Background: an optimization exercise with open tools, aiming at small area, a short achievable clock period and few clock cycles per item. Do not read the settings as production practice. The RTL of this run was laid out without a check of its function.

==> flow/design.v <==
module perm_table_builder (
    input  wire        clk,
    input  wire        rst,
    input  wire        start,
    input  wire [63:0] seed,
    input  wire [7:0]  rd_addr,
    output wire [7:0]  rd_data,
    output reg         busy,
    output reg         valid
);
    localparam [63:0] GAMMA = 64'h9E3779B97F4A7C15;
    localparam [63:0] MUL1  = 64'hBF58476D1CE4E5B9;
    localparam [63:0] MUL2  = 64'h94D049BB133111EB;
    wire init = start && !busy && !rst;
    reg [8:0] n;      
    reg [7:0] o;      
    always @(posedge clk) begin
        if (rst) begin
            busy  <= 1'b0;
            valid <= 1'b0;
        end else if (init) begin
            busy  <= 1'b1;
            valid <= 1'b0;
        end else if (busy && n == 9'd264) begin
            busy  <= 1'b0;
            valid <= 1'b1;
        end
        if (init) begin
            n <= 9'd0;
            o <= 8'd0;
        end else begin
            n <= n + 9'd1;
            o <= o + 8'd1;
        end
    end
    reg  [63:0] s, z1, r;
    wire [63:0] x1 = s ^ (s >> 30);
    wire [63:0] m1 = x1 * MUL1;
    wire [63:0] x2 = z1 ^ (z1 >> 27);
    wire [63:0] m2 = x2 * MUL2;
    always @(posedge clk) begin
        s  <= (init ? seed : s) + GAMMA;
        z1 <= m1;
        r  <= m2 ^ (m2 >> 31);
    end
    wire [8:0] d1 = 9'd258 - n;
    reg  [7:0] rm1;
    wire [8:0] rs1_0 = {8'd0, r[63]};
    wire [9:0] df1_0 = {1'b0, rs1_0} - {1'b0, d1};
    wire [7:0] rn1_0 = df1_0[9] ? rs1_0[7:0] : df1_0[7:0];
    wire [8:0] rs1_1 = {rn1_0, r[62]};
    wire [9:0] df1_1 = {1'b0, rs1_1} - {1'b0, d1};
    wire [7:0] rn1_1 = df1_1[9] ? rs1_1[7:0] : df1_1[7:0];
    wire [8:0] rs1_2 = {rn1_1, r[61]};
    wire [9:0] df1_2 = {1'b0, rs1_2} - {1'b0, d1};
    wire [7:0] rn1_2 = df1_2[9] ? rs1_2[7:0] : df1_2[7:0];
    wire [8:0] rs1_3 = {rn1_2, r[60]};
    wire [9:0] df1_3 = {1'b0, rs1_3} - {1'b0, d1};
    wire [7:0] rn1_3 = df1_3[9] ? rs1_3[7:0] : df1_3[7:0];
    wire [8:0] rs1_4 = {rn1_3, r[59]};
    wire [9:0] df1_4 = {1'b0, rs1_4} - {1'b0, d1};
    wire [7:0] rn1_4 = df1_4[9] ? rs1_4[7:0] : df1_4[7:0];
    wire [8:0] rs1_5 = {rn1_4, r[58]};
    wire [9:0] df1_5 = {1'b0, rs1_5} - {1'b0, d1};
    wire [7:0] rn1_5 = df1_5[9] ? rs1_5[7:0] : df1_5[7:0];
    wire [8:0] rs1_6 = {rn1_5, r[57]};
    wire [9:0] df1_6 = {1'b0, rs1_6} - {1'b0, d1};
    wire [7:0] rn1_6 = df1_6[9] ? rs1_6[7:0] : df1_6[7:0];
    wire [8:0] rs1_7 = {rn1_6, r[56]};
    wire [9:0] df1_7 = {1'b0, rs1_7} - {1'b0, d1};
    wire [7:0] rn1_7 = df1_7[9] ? rs1_7[7:0] : df1_7[7:0];
    reg  [55:0] q1;
    always @(posedge clk) begin rm1 <= rn1_7; q1 <= r[55:0]; end
    wire [8:0] d2 = 9'd259 - n;
    reg  [7:0] rm2;
    wire [8:0] rs2_0 = {rm1, q1[55]};
    wire [9:0] df2_0 = {1'b0, rs2_0} - {1'b0, d2};
    wire [7:0] rn2_0 = df2_0[9] ? rs2_0[7:0] : df2_0[7:0];
    wire [8:0] rs2_1 = {rn2_0, q1[54]};
    wire [9:0] df2_1 = {1'b0, rs2_1} - {1'b0, d2};
    wire [7:0] rn2_1 = df2_1[9] ? rs2_1[7:0] : df2_1[7:0];
    wire [8:0] rs2_2 = {rn2_1, q1[53]};
    wire [9:0] df2_2 = {1'b0, rs2_2} - {1'b0, d2};
    wire [7:0] rn2_2 = df2_2[9] ? rs2_2[7:0] : df2_2[7:0];
    wire [8:0] rs2_3 = {rn2_2, q1[52]};
    wire [9:0] df2_3 = {1'b0, rs2_3} - {1'b0, d2};
    wire [7:0] rn2_3 = df2_3[9] ? rs2_3[7:0] : df2_3[7:0];
    wire [8:0] rs2_4 = {rn2_3, q1[51]};
    wire [9:0] df2_4 = {1'b0, rs2_4} - {1'b0, d2};
    wire [7:0] rn2_4 = df2_4[9] ? rs2_4[7:0] : df2_4[7:0];
    wire [8:0] rs2_5 = {rn2_4, q1[50]};
    wire [9:0] df2_5 = {1'b0, rs2_5} - {1'b0, d2};
    wire [7:0] rn2_5 = df2_5[9] ? rs2_5[7:0] : df2_5[7:0];
    wire [8:0] rs2_6 = {rn2_5, q1[49]};
    wire [9:0] df2_6 = {1'b0, rs2_6} - {1'b0, d2};
    wire [7:0] rn2_6 = df2_6[9] ? rs2_6[7:0] : df2_6[7:0];
    wire [8:0] rs2_7 = {rn2_6, q1[48]};
    wire [9:0] df2_7 = {1'b0, rs2_7} - {1'b0, d2};
    wire [7:0] rn2_7 = df2_7[9] ? rs2_7[7:0] : df2_7[7:0];
    reg  [47:0] q2;
    always @(posedge clk) begin rm2 <= rn2_7; q2 <= q1[47:0]; end
    wire [8:0] d3 = 9'd260 - n;
    reg  [7:0] rm3;
    wire [8:0] rs3_0 = {rm2, q2[47]};
    wire [9:0] df3_0 = {1'b0, rs3_0} - {1'b0, d3};
    wire [7:0] rn3_0 = df3_0[9] ? rs3_0[7:0] : df3_0[7:0];
    wire [8:0] rs3_1 = {rn3_0, q2[46]};
    wire [9:0] df3_1 = {1'b0, rs3_1} - {1'b0, d3};
    wire [7:0] rn3_1 = df3_1[9] ? rs3_1[7:0] : df3_1[7:0];
    wire [8:0] rs3_2 = {rn3_1, q2[45]};
    wire [9:0] df3_2 = {1'b0, rs3_2} - {1'b0, d3};
    wire [7:0] rn3_2 = df3_2[9] ? rs3_2[7:0] : df3_2[7:0];
    wire [8:0] rs3_3 = {rn3_2, q2[44]};
    wire [9:0] df3_3 = {1'b0, rs3_3} - {1'b0, d3};
    wire [7:0] rn3_3 = df3_3[9] ? rs3_3[7:0] : df3_3[7:0];
    wire [8:0] rs3_4 = {rn3_3, q2[43]};
    wire [9:0] df3_4 = {1'b0, rs3_4} - {1'b0, d3};
    wire [7:0] rn3_4 = df3_4[9] ? rs3_4[7:0] : df3_4[7:0];
    wire [8:0] rs3_5 = {rn3_4, q2[42]};
    wire [9:0] df3_5 = {1'b0, rs3_5} - {1'b0, d3};
    wire [7:0] rn3_5 = df3_5[9] ? rs3_5[7:0] : df3_5[7:0];
    wire [8:0] rs3_6 = {rn3_5, q2[41]};
    wire [9:0] df3_6 = {1'b0, rs3_6} - {1'b0, d3};
    wire [7:0] rn3_6 = df3_6[9] ? rs3_6[7:0] : df3_6[7:0];
    wire [8:0] rs3_7 = {rn3_6, q2[40]};
    wire [9:0] df3_7 = {1'b0, rs3_7} - {1'b0, d3};
    wire [7:0] rn3_7 = df3_7[9] ? rs3_7[7:0] : df3_7[7:0];
    reg  [39:0] q3;
    always @(posedge clk) begin rm3 <= rn3_7; q3 <= q2[39:0]; end
    wire [8:0] d4 = 9'd261 - n;
    reg  [7:0] rm4;
    wire [8:0] rs4_0 = {rm3, q3[39]};
    wire [9:0] df4_0 = {1'b0, rs4_0} - {1'b0, d4};
    wire [7:0] rn4_0 = df4_0[9] ? rs4_0[7:0] : df4_0[7:0];
    wire [8:0] rs4_1 = {rn4_0, q3[38]};
    wire [9:0] df4_1 = {1'b0, rs4_1} - {1'b0, d4};
    wire [7:0] rn4_1 = df4_1[9] ? rs4_1[7:0] : df4_1[7:0];
    wire [8:0] rs4_2 = {rn4_1, q3[37]};
    wire [9:0] df4_2 = {1'b0, rs4_2} - {1'b0, d4};
    wire [7:0] rn4_2 = df4_2[9] ? rs4_2[7:0] : df4_2[7:0];
    wire [8:0] rs4_3 = {rn4_2, q3[36]};
    wire [9:0] df4_3 = {1'b0, rs4_3} - {1'b0, d4};
    wire [7:0] rn4_3 = df4_3[9] ? rs4_3[7:0] : df4_3[7:0];
    wire [8:0] rs4_4 = {rn4_3, q3[35]};
    wire [9:0] df4_4 = {1'b0, rs4_4} - {1'b0, d4};
    wire [7:0] rn4_4 = df4_4[9] ? rs4_4[7:0] : df4_4[7:0];
    wire [8:0] rs4_5 = {rn4_4, q3[34]};
    wire [9:0] df4_5 = {1'b0, rs4_5} - {1'b0, d4};
    wire [7:0] rn4_5 = df4_5[9] ? rs4_5[7:0] : df4_5[7:0];
    wire [8:0] rs4_6 = {rn4_5, q3[33]};
    wire [9:0] df4_6 = {1'b0, rs4_6} - {1'b0, d4};
    wire [7:0] rn4_6 = df4_6[9] ? rs4_6[7:0] : df4_6[7:0];
    wire [8:0] rs4_7 = {rn4_6, q3[32]};
    wire [9:0] df4_7 = {1'b0, rs4_7} - {1'b0, d4};
    wire [7:0] rn4_7 = df4_7[9] ? rs4_7[7:0] : df4_7[7:0];
    reg  [31:0] q4;
    always @(posedge clk) begin rm4 <= rn4_7; q4 <= q3[31:0]; end
    wire [8:0] d5 = 9'd262 - n;
    reg  [7:0] rm5;
    wire [8:0] rs5_0 = {rm4, q4[31]};
    wire [9:0] df5_0 = {1'b0, rs5_0} - {1'b0, d5};
    wire [7:0] rn5_0 = df5_0[9] ? rs5_0[7:0] : df5_0[7:0];
    wire [8:0] rs5_1 = {rn5_0, q4[30]};
    wire [9:0] df5_1 = {1'b0, rs5_1} - {1'b0, d5};
    wire [7:0] rn5_1 = df5_1[9] ? rs5_1[7:0] : df5_1[7:0];
    wire [8:0] rs5_2 = {rn5_1, q4[29]};
    wire [9:0] df5_2 = {1'b0, rs5_2} - {1'b0, d5};
    wire [7:0] rn5_2 = df5_2[9] ? rs5_2[7:0] : df5_2[7:0];
    wire [8:0] rs5_3 = {rn5_2, q4[28]};
    wire [9:0] df5_3 = {1'b0, rs5_3} - {1'b0, d5};
    wire [7:0] rn5_3 = df5_3[9] ? rs5_3[7:0] : df5_3[7:0];
    wire [8:0] rs5_4 = {rn5_3, q4[27]};
    wire [9:0] df5_4 = {1'b0, rs5_4} - {1'b0, d5};
    wire [7:0] rn5_4 = df5_4[9] ? rs5_4[7:0] : df5_4[7:0];
    wire [8:0] rs5_5 = {rn5_4, q4[26]};
    wire [9:0] df5_5 = {1'b0, rs5_5} - {1'b0, d5};
    wire [7:0] rn5_5 = df5_5[9] ? rs5_5[7:0] : df5_5[7:0];
    wire [8:0] rs5_6 = {rn5_5, q4[25]};
    wire [9:0] df5_6 = {1'b0, rs5_6} - {1'b0, d5};
    wire [7:0] rn5_6 = df5_6[9] ? rs5_6[7:0] : df5_6[7:0];
    wire [8:0] rs5_7 = {rn5_6, q4[24]};
    wire [9:0] df5_7 = {1'b0, rs5_7} - {1'b0, d5};
    wire [7:0] rn5_7 = df5_7[9] ? rs5_7[7:0] : df5_7[7:0];
    reg  [23:0] q5;
    always @(posedge clk) begin rm5 <= rn5_7; q5 <= q4[23:0]; end
    wire [8:0] d6 = 9'd263 - n;
    reg  [7:0] rm6;
    wire [8:0] rs6_0 = {rm5, q5[23]};
    wire [9:0] df6_0 = {1'b0, rs6_0} - {1'b0, d6};
    wire [7:0] rn6_0 = df6_0[9] ? rs6_0[7:0] : df6_0[7:0];
    wire [8:0] rs6_1 = {rn6_0, q5[22]};
    wire [9:0] df6_1 = {1'b0, rs6_1} - {1'b0, d6};
    wire [7:0] rn6_1 = df6_1[9] ? rs6_1[7:0] : df6_1[7:0];
    wire [8:0] rs6_2 = {rn6_1, q5[21]};
    wire [9:0] df6_2 = {1'b0, rs6_2} - {1'b0, d6};
    wire [7:0] rn6_2 = df6_2[9] ? rs6_2[7:0] : df6_2[7:0];
    wire [8:0] rs6_3 = {rn6_2, q5[20]};
    wire [9:0] df6_3 = {1'b0, rs6_3} - {1'b0, d6};
    wire [7:0] rn6_3 = df6_3[9] ? rs6_3[7:0] : df6_3[7:0];
    wire [8:0] rs6_4 = {rn6_3, q5[19]};
    wire [9:0] df6_4 = {1'b0, rs6_4} - {1'b0, d6};
    wire [7:0] rn6_4 = df6_4[9] ? rs6_4[7:0] : df6_4[7:0];
    wire [8:0] rs6_5 = {rn6_4, q5[18]};
    wire [9:0] df6_5 = {1'b0, rs6_5} - {1'b0, d6};
    wire [7:0] rn6_5 = df6_5[9] ? rs6_5[7:0] : df6_5[7:0];
    wire [8:0] rs6_6 = {rn6_5, q5[17]};
    wire [9:0] df6_6 = {1'b0, rs6_6} - {1'b0, d6};
    wire [7:0] rn6_6 = df6_6[9] ? rs6_6[7:0] : df6_6[7:0];
    wire [8:0] rs6_7 = {rn6_6, q5[16]};
    wire [9:0] df6_7 = {1'b0, rs6_7} - {1'b0, d6};
    wire [7:0] rn6_7 = df6_7[9] ? rs6_7[7:0] : df6_7[7:0];
    reg  [15:0] q6;
    always @(posedge clk) begin rm6 <= rn6_7; q6 <= q5[15:0]; end
    wire [8:0] d7 = 9'd264 - n;
    reg  [7:0] rm7;
    wire [8:0] rs7_0 = {rm6, q6[15]};
    wire [9:0] df7_0 = {1'b0, rs7_0} - {1'b0, d7};
    wire [7:0] rn7_0 = df7_0[9] ? rs7_0[7:0] : df7_0[7:0];
    wire [8:0] rs7_1 = {rn7_0, q6[14]};
    wire [9:0] df7_1 = {1'b0, rs7_1} - {1'b0, d7};
    wire [7:0] rn7_1 = df7_1[9] ? rs7_1[7:0] : df7_1[7:0];
    wire [8:0] rs7_2 = {rn7_1, q6[13]};
    wire [9:0] df7_2 = {1'b0, rs7_2} - {1'b0, d7};
    wire [7:0] rn7_2 = df7_2[9] ? rs7_2[7:0] : df7_2[7:0];
    wire [8:0] rs7_3 = {rn7_2, q6[12]};
    wire [9:0] df7_3 = {1'b0, rs7_3} - {1'b0, d7};
    wire [7:0] rn7_3 = df7_3[9] ? rs7_3[7:0] : df7_3[7:0];
    wire [8:0] rs7_4 = {rn7_3, q6[11]};
    wire [9:0] df7_4 = {1'b0, rs7_4} - {1'b0, d7};
    wire [7:0] rn7_4 = df7_4[9] ? rs7_4[7:0] : df7_4[7:0];
    wire [8:0] rs7_5 = {rn7_4, q6[10]};
    wire [9:0] df7_5 = {1'b0, rs7_5} - {1'b0, d7};
    wire [7:0] rn7_5 = df7_5[9] ? rs7_5[7:0] : df7_5[7:0];
    wire [8:0] rs7_6 = {rn7_5, q6[9]};
    wire [9:0] df7_6 = {1'b0, rs7_6} - {1'b0, d7};
    wire [7:0] rn7_6 = df7_6[9] ? rs7_6[7:0] : df7_6[7:0];
    wire [8:0] rs7_7 = {rn7_6, q6[8]};
    wire [9:0] df7_7 = {1'b0, rs7_7} - {1'b0, d7};
    wire [7:0] rn7_7 = df7_7[9] ? rs7_7[7:0] : df7_7[7:0];
    reg  [7:0] q7;
    always @(posedge clk) begin rm7 <= rn7_7; q7 <= q6[7:0]; end
    wire [8:0] d8 = 9'd265 - n;
    reg  [7:0] rm8;
    wire [8:0] rs8_0 = {rm7, q7[7]};
    wire [9:0] df8_0 = {1'b0, rs8_0} - {1'b0, d8};
    wire [7:0] rn8_0 = df8_0[9] ? rs8_0[7:0] : df8_0[7:0];
    wire [8:0] rs8_1 = {rn8_0, q7[6]};
    wire [9:0] df8_1 = {1'b0, rs8_1} - {1'b0, d8};
    wire [7:0] rn8_1 = df8_1[9] ? rs8_1[7:0] : df8_1[7:0];
    wire [8:0] rs8_2 = {rn8_1, q7[5]};
    wire [9:0] df8_2 = {1'b0, rs8_2} - {1'b0, d8};
    wire [7:0] rn8_2 = df8_2[9] ? rs8_2[7:0] : df8_2[7:0];
    wire [8:0] rs8_3 = {rn8_2, q7[4]};
    wire [9:0] df8_3 = {1'b0, rs8_3} - {1'b0, d8};
    wire [7:0] rn8_3 = df8_3[9] ? rs8_3[7:0] : df8_3[7:0];
    wire [8:0] rs8_4 = {rn8_3, q7[3]};
    wire [9:0] df8_4 = {1'b0, rs8_4} - {1'b0, d8};
    wire [7:0] rn8_4 = df8_4[9] ? rs8_4[7:0] : df8_4[7:0];
    wire [8:0] rs8_5 = {rn8_4, q7[2]};
    wire [9:0] df8_5 = {1'b0, rs8_5} - {1'b0, d8};
    wire [7:0] rn8_5 = df8_5[9] ? rs8_5[7:0] : df8_5[7:0];
    wire [8:0] rs8_6 = {rn8_5, q7[1]};
    wire [9:0] df8_6 = {1'b0, rs8_6} - {1'b0, d8};
    wire [7:0] rn8_6 = df8_6[9] ? rs8_6[7:0] : df8_6[7:0];
    wire [8:0] rs8_7 = {rn8_6, q7[0]};
    wire [9:0] df8_7 = {1'b0, rs8_7} - {1'b0, d8};
    wire [7:0] rn8_7 = df8_7[9] ? rs8_7[7:0] : df8_7[7:0];
    always @(posedge clk) rm8 <= rn8_7;
    wire [7:0] jp = rm8 + o;              
    wire       swp = busy && n >= 9'd10;
    wire [7:0] addr = valid ? rd_addr + o : jp;
    wire [2047:0] tbl;                   
    wire [7:0] pa = tbl[8*addr +: 8] ^ {8{addr[0]}};
    assign rd_data = pa;
    wire [7:0] pi = tbl[8*9 +: 8] ^ {8{1'b1}};
    wire [7:0] jq = jp + 8'd1;
    genvar q;
    generate
        for (q = 0; q < 256; q = q + 1) begin : g_slot
            localparam [7:0] QQ = q;
            localparam [7:0] PAR = {8{QQ[0]}};
            reg  [7:0] v;
            wire [7:0] prv = tbl[8*((q+255)%256) +: 8];
            always @(posedge clk) begin
                if (init)
                    v <= QQ ^ PAR;
                else if (q == 10)
                    v <= swp ? pa ^ PAR : ~prv;
                else if (swp && jq == QQ)
                    v <= pi ^ PAR;
                else
                    v <= ~prv;
            end
            assign tbl[8*q +: 8] = v;
        end
    endgenerate
endmodule
==> flow/run.sh <==
#!/bin/bash
# synth_recipe.tcl (not shown) runs the flow's synth.tcl, then flattens the netlist and writes it again
# the make line also repeats each setting of config.mk as NAME=value (left out here)
make -C /OpenROAD-flow-scripts/flow DESIGN_CONFIG=/design/flow/config.mk WORK_HOME=/design/flow/orfs CLKGATE_MAP_FILE= SYNTH_SCRIPT=/design/flow/synth_recipe.tcl finish
==> flow/config.mk <==
export PLATFORM = sky130hd
export DESIGN_NAME = perm_table_builder
export DESIGN_NICKNAME = perm_table_builder
export VERILOG_FILES = /design/flow/design.v
export SDC_FILE = /design/flow/constraint.sdc
export NUM_CORES = 8
export LEC_CHECK = 0
export CAP_MARGIN = 20
export CORE_MARGIN = 2
export CORE_UTILIZATION = 30
export PLACE_DENSITY = 0.4
export SLEW_MARGIN = 20
==> flow/constraint.sdc <==
create_clock -name core_clock -period 13.5 [get_ports {clk}]
set_input_delay 2.7000 -clock core_clock [delete_from_list [all_inputs] [get_ports {clk}]]
set_output_delay 2.7000 -clock core_clock [all_outputs]
set_load 0.01 [all_outputs]
==> run notes <==
## worst max-delay path by stage
stage	end	slack [ns]
after floorplan	rm7[5]	-4.66
after global placement	rm5[2]	-3.92
after detailed placement	rm5[4]	-3.92
after CTS	rm7[1]	-2.67
after global routing	rm7[1]	-3.26
final	rm7[1]	-2.41
## stage by stage
stage	TNS (ns)	std cells	worst slack, ns
floorplan	-202.87	21800	-4.66
global placement	-187.65	30800	-3.92
detailed placement	-191.70	30800	-3.92
CTS	-142.45	31600	-2.67
global route	-185.43	31600	-3.26
finish	-122.59	31600	-2.41
## flip-flops by register name (all words and copies together), names as in the netlist
| name | cells |
|---|---|
| rm5 | 8 |
| rm2 | 8 |
| r | 64 |
| s | 64 |
| q7 | 8 |
| rm6 | 8 |
| q6 | 16 |
| q1 | 56 |
| rm1 | 8 |
| rm8 | 8 |
| busy | 1 |
| rm7 | 8 |
| g_slot.v | 2048 |
| z1 | 64 |
| n | 9 |
| q5 | 24 |
| q2 | 48 |
| valid | 1 |
| o | 8 |
| q4 | 32 |
| rm4 | 8 |
| rm3 | 8 |
| q3 | 40 |
## synthesized netlist by cell type (all sizes together), types with 568 or more instances
cell    count  share of area [%]
inv      2567                5.0
dfxtp    2547                 26
a211oi   1780                6.9
a21oi     761                2.0
o21ai     777                2.0
nand2    3071                6.0
clkbuf   1114                2.2
ha       1631                 11
xnor2     614                2.8
and2      568                1.8
mux2      635                3.7
fa       1779                 18
nor2     1269                2.5
## area by class of cell
cell class	count	area, um2	area share (%)
antenna	7	17.5	0.00762
inverter	2567	9670	4.21
multi-input combinational	15400	131000	57.2
clock inverter	89	1460	0.635
clock buffer	466	9210	4.00
timing repair buffer	2001	16300	7.09
sequential	2547	51000	22.2
tap	8584	10700	4.67
## critical path, delay by kind of cell, from the launching register on
kind	cells	cell delay, ns
DFF	1	0.36
adders and majority gates	9	2.23
and+or+nand+nor	20	2.23
AOI/OAI and AO/OA	51	8.55
buffers and inverters	10	1.06
muxes	5	1.31
## timing repair
action / CTS / global route
resized for setup: 259 / 297
gates cloned: 2 / 2
setup buffers: 187 / 61
pin swaps: 212 / 276
setup endpoints to repair: 64 / 64
## per-layer routing
metal	GRT usage, %	wire [um]	vias to the layer above
met5	0	58	-
met4	5.85	22500	10
met3	2.11	27000	779
met2	36.4	338000	2706
met1	30.7	342000	76500
li1	-	-	74500
## cell families after synthesis
logic type / after synthesis / synth area share [%]
AOI/OAI and AO/OA: 4400 / 15.3
DFF: 2547 / 26.4
xor gates and xnor gates: 889 / 4.05
other: 1 / 0.00194
buffers and inverters: 3828 / 7.47
muxes: 743 / 4.29
adders and majority gates: 3426 / 29.1
and+or+nand+nor: 5914 / 13.5
==> results.toml <==
[logic_synthesis]
seq_area_frac_synth_pct = 26.4
synth-seq-cells = 2547
synth_edf_count = 0
syn_area_per_cell_um2 = 8.89
async_flop_share_pct = 0
synth_warnings = 1
syn_inst = 21700
ys_types = 117
synthFlopType = "dfxtp_1"
synth_area_um2 = 193000

[sta]
hold_ws_ns = 0.308
final-max-slew-violation-count = 0
hold_viol = 0
tightest_slew_ns = 1.12
max_freq_mhz = 62.9
period_minus_slack_ns = 15.91
relSlewSlack_pct = 25.3
setup_slack_ns = -2.41
setup_viol = 64
clock_skew_ns = 0.175
fin_crit_sh_pct = 118
grt_setup_unrepaired = "yes"

[floorplanning]
num_rows = 294
fp.dieH_um = 807
io-pin-count = 85
dieArea_um2 = 651000
initial_core_util_pct = 30.1
core_area_um2 = 642000
die_x_um = 807

[setup_path]
crit_fanout = 8
r2r_start = "n[1]"
critPathRequiredTime_ns = 14.32
slowest_delay_ns = 0.38
worstReg2RegEnd = "rm7[1]"
cp.arrival_ns = 16.73
critPathLaunchType = "flip-flop"
critPathKind = "reg -> reg"
cp-startpoint = "n[1]"
crit_path_frequent_cell = "a21o_1"
endpoint_kind = "flip-flop"
timing.reg2reg.setup_slack_ns = -2.41
r2r_cells = 95
cp_slowest_cell = "o41ai_2"

[placement]
portBuffers = 84
place_congestion = 0.934
dpl_cell_area_um2 = 215000
dp_hpwl_um = 550000

[cts]
cts_tree = "done"
clock_latency_ns = 1.08
cts_max_level = 5
hold_buffers = 0
clk_path_buf_depth = 4
cts-root-buf = "clkbuf_16"
cts_sinks = 2547
path_clk_slew_ns = 0.06
cts_buffers = 319

[hold_path]
hold_path_class = "reg -> reg"
holdPathStages = 0
whs_endpoint = "q1[37]"
holdCritStartpoint = "r[37]"

[drt]
wl_per_cell_um = 23.0
ant_nets = 0
vias_per_cell = 4.88
routed_wl_um = 729000
drc = 0
firstDrtPassIters = 5
dr_total_vias = 154000
drt_iter0_drc = 9171

[cells_and_area]
fin_area_um2 = 230000
final_common_cell = "nand2_1"
area_growth_pct = 18.9
finalNetCount = 26300
drive_gt1_share_pct = 15.8
nFillCells = 66400
final_core_util_pct = 35.8
layout_common_cells = "nand2_1, inv_1, dfxtp_1"

[global_route]
grt_max_degree = 164
grt_overflow_total = 0
antenna_found_initial = 25
grt_pass1_vias = 157000
grt_first_pass_wirelength_um = 1080000
gr-usage-all-layers_pct = 22.0

[outcome]
failed_checks = "setup timing"
status = "finished with violations"

[job]
drv_cap = 0

static timing again, ports no longer ideal:
The flow's constraints put no driver on any port. The routed layout listed below was extracted and timed again, unchanged, in two steps. Step 1 (the two cells are an assumption about what drives the block):
set clk [get_ports {clk}]
set_driving_cell -lib_cell sky130_fd_sc_hd__clkbuf_16 $clk
set_driving_cell -lib_cell sky130_fd_sc_hd__buf_2 [delete_from_list [all_inputs] $clk]
Step 2 moves the port delays by t, midway between the first and last clock arrival at a register: inputs arrive t later, outputs are due t later. That takes back most of the time a late clock gives input paths. Three values: ideal, step 1, step 2; two values: the first two.
shift t [ns]: 1.139
setup WS [ns]: -2.409 / -2.409 / -2.409
worst register clock-pin slew, ns: 0.07 / 0.07
The setup slack of this run moves by 0.000 ns with the drivers and by 0.000 ns with both steps.
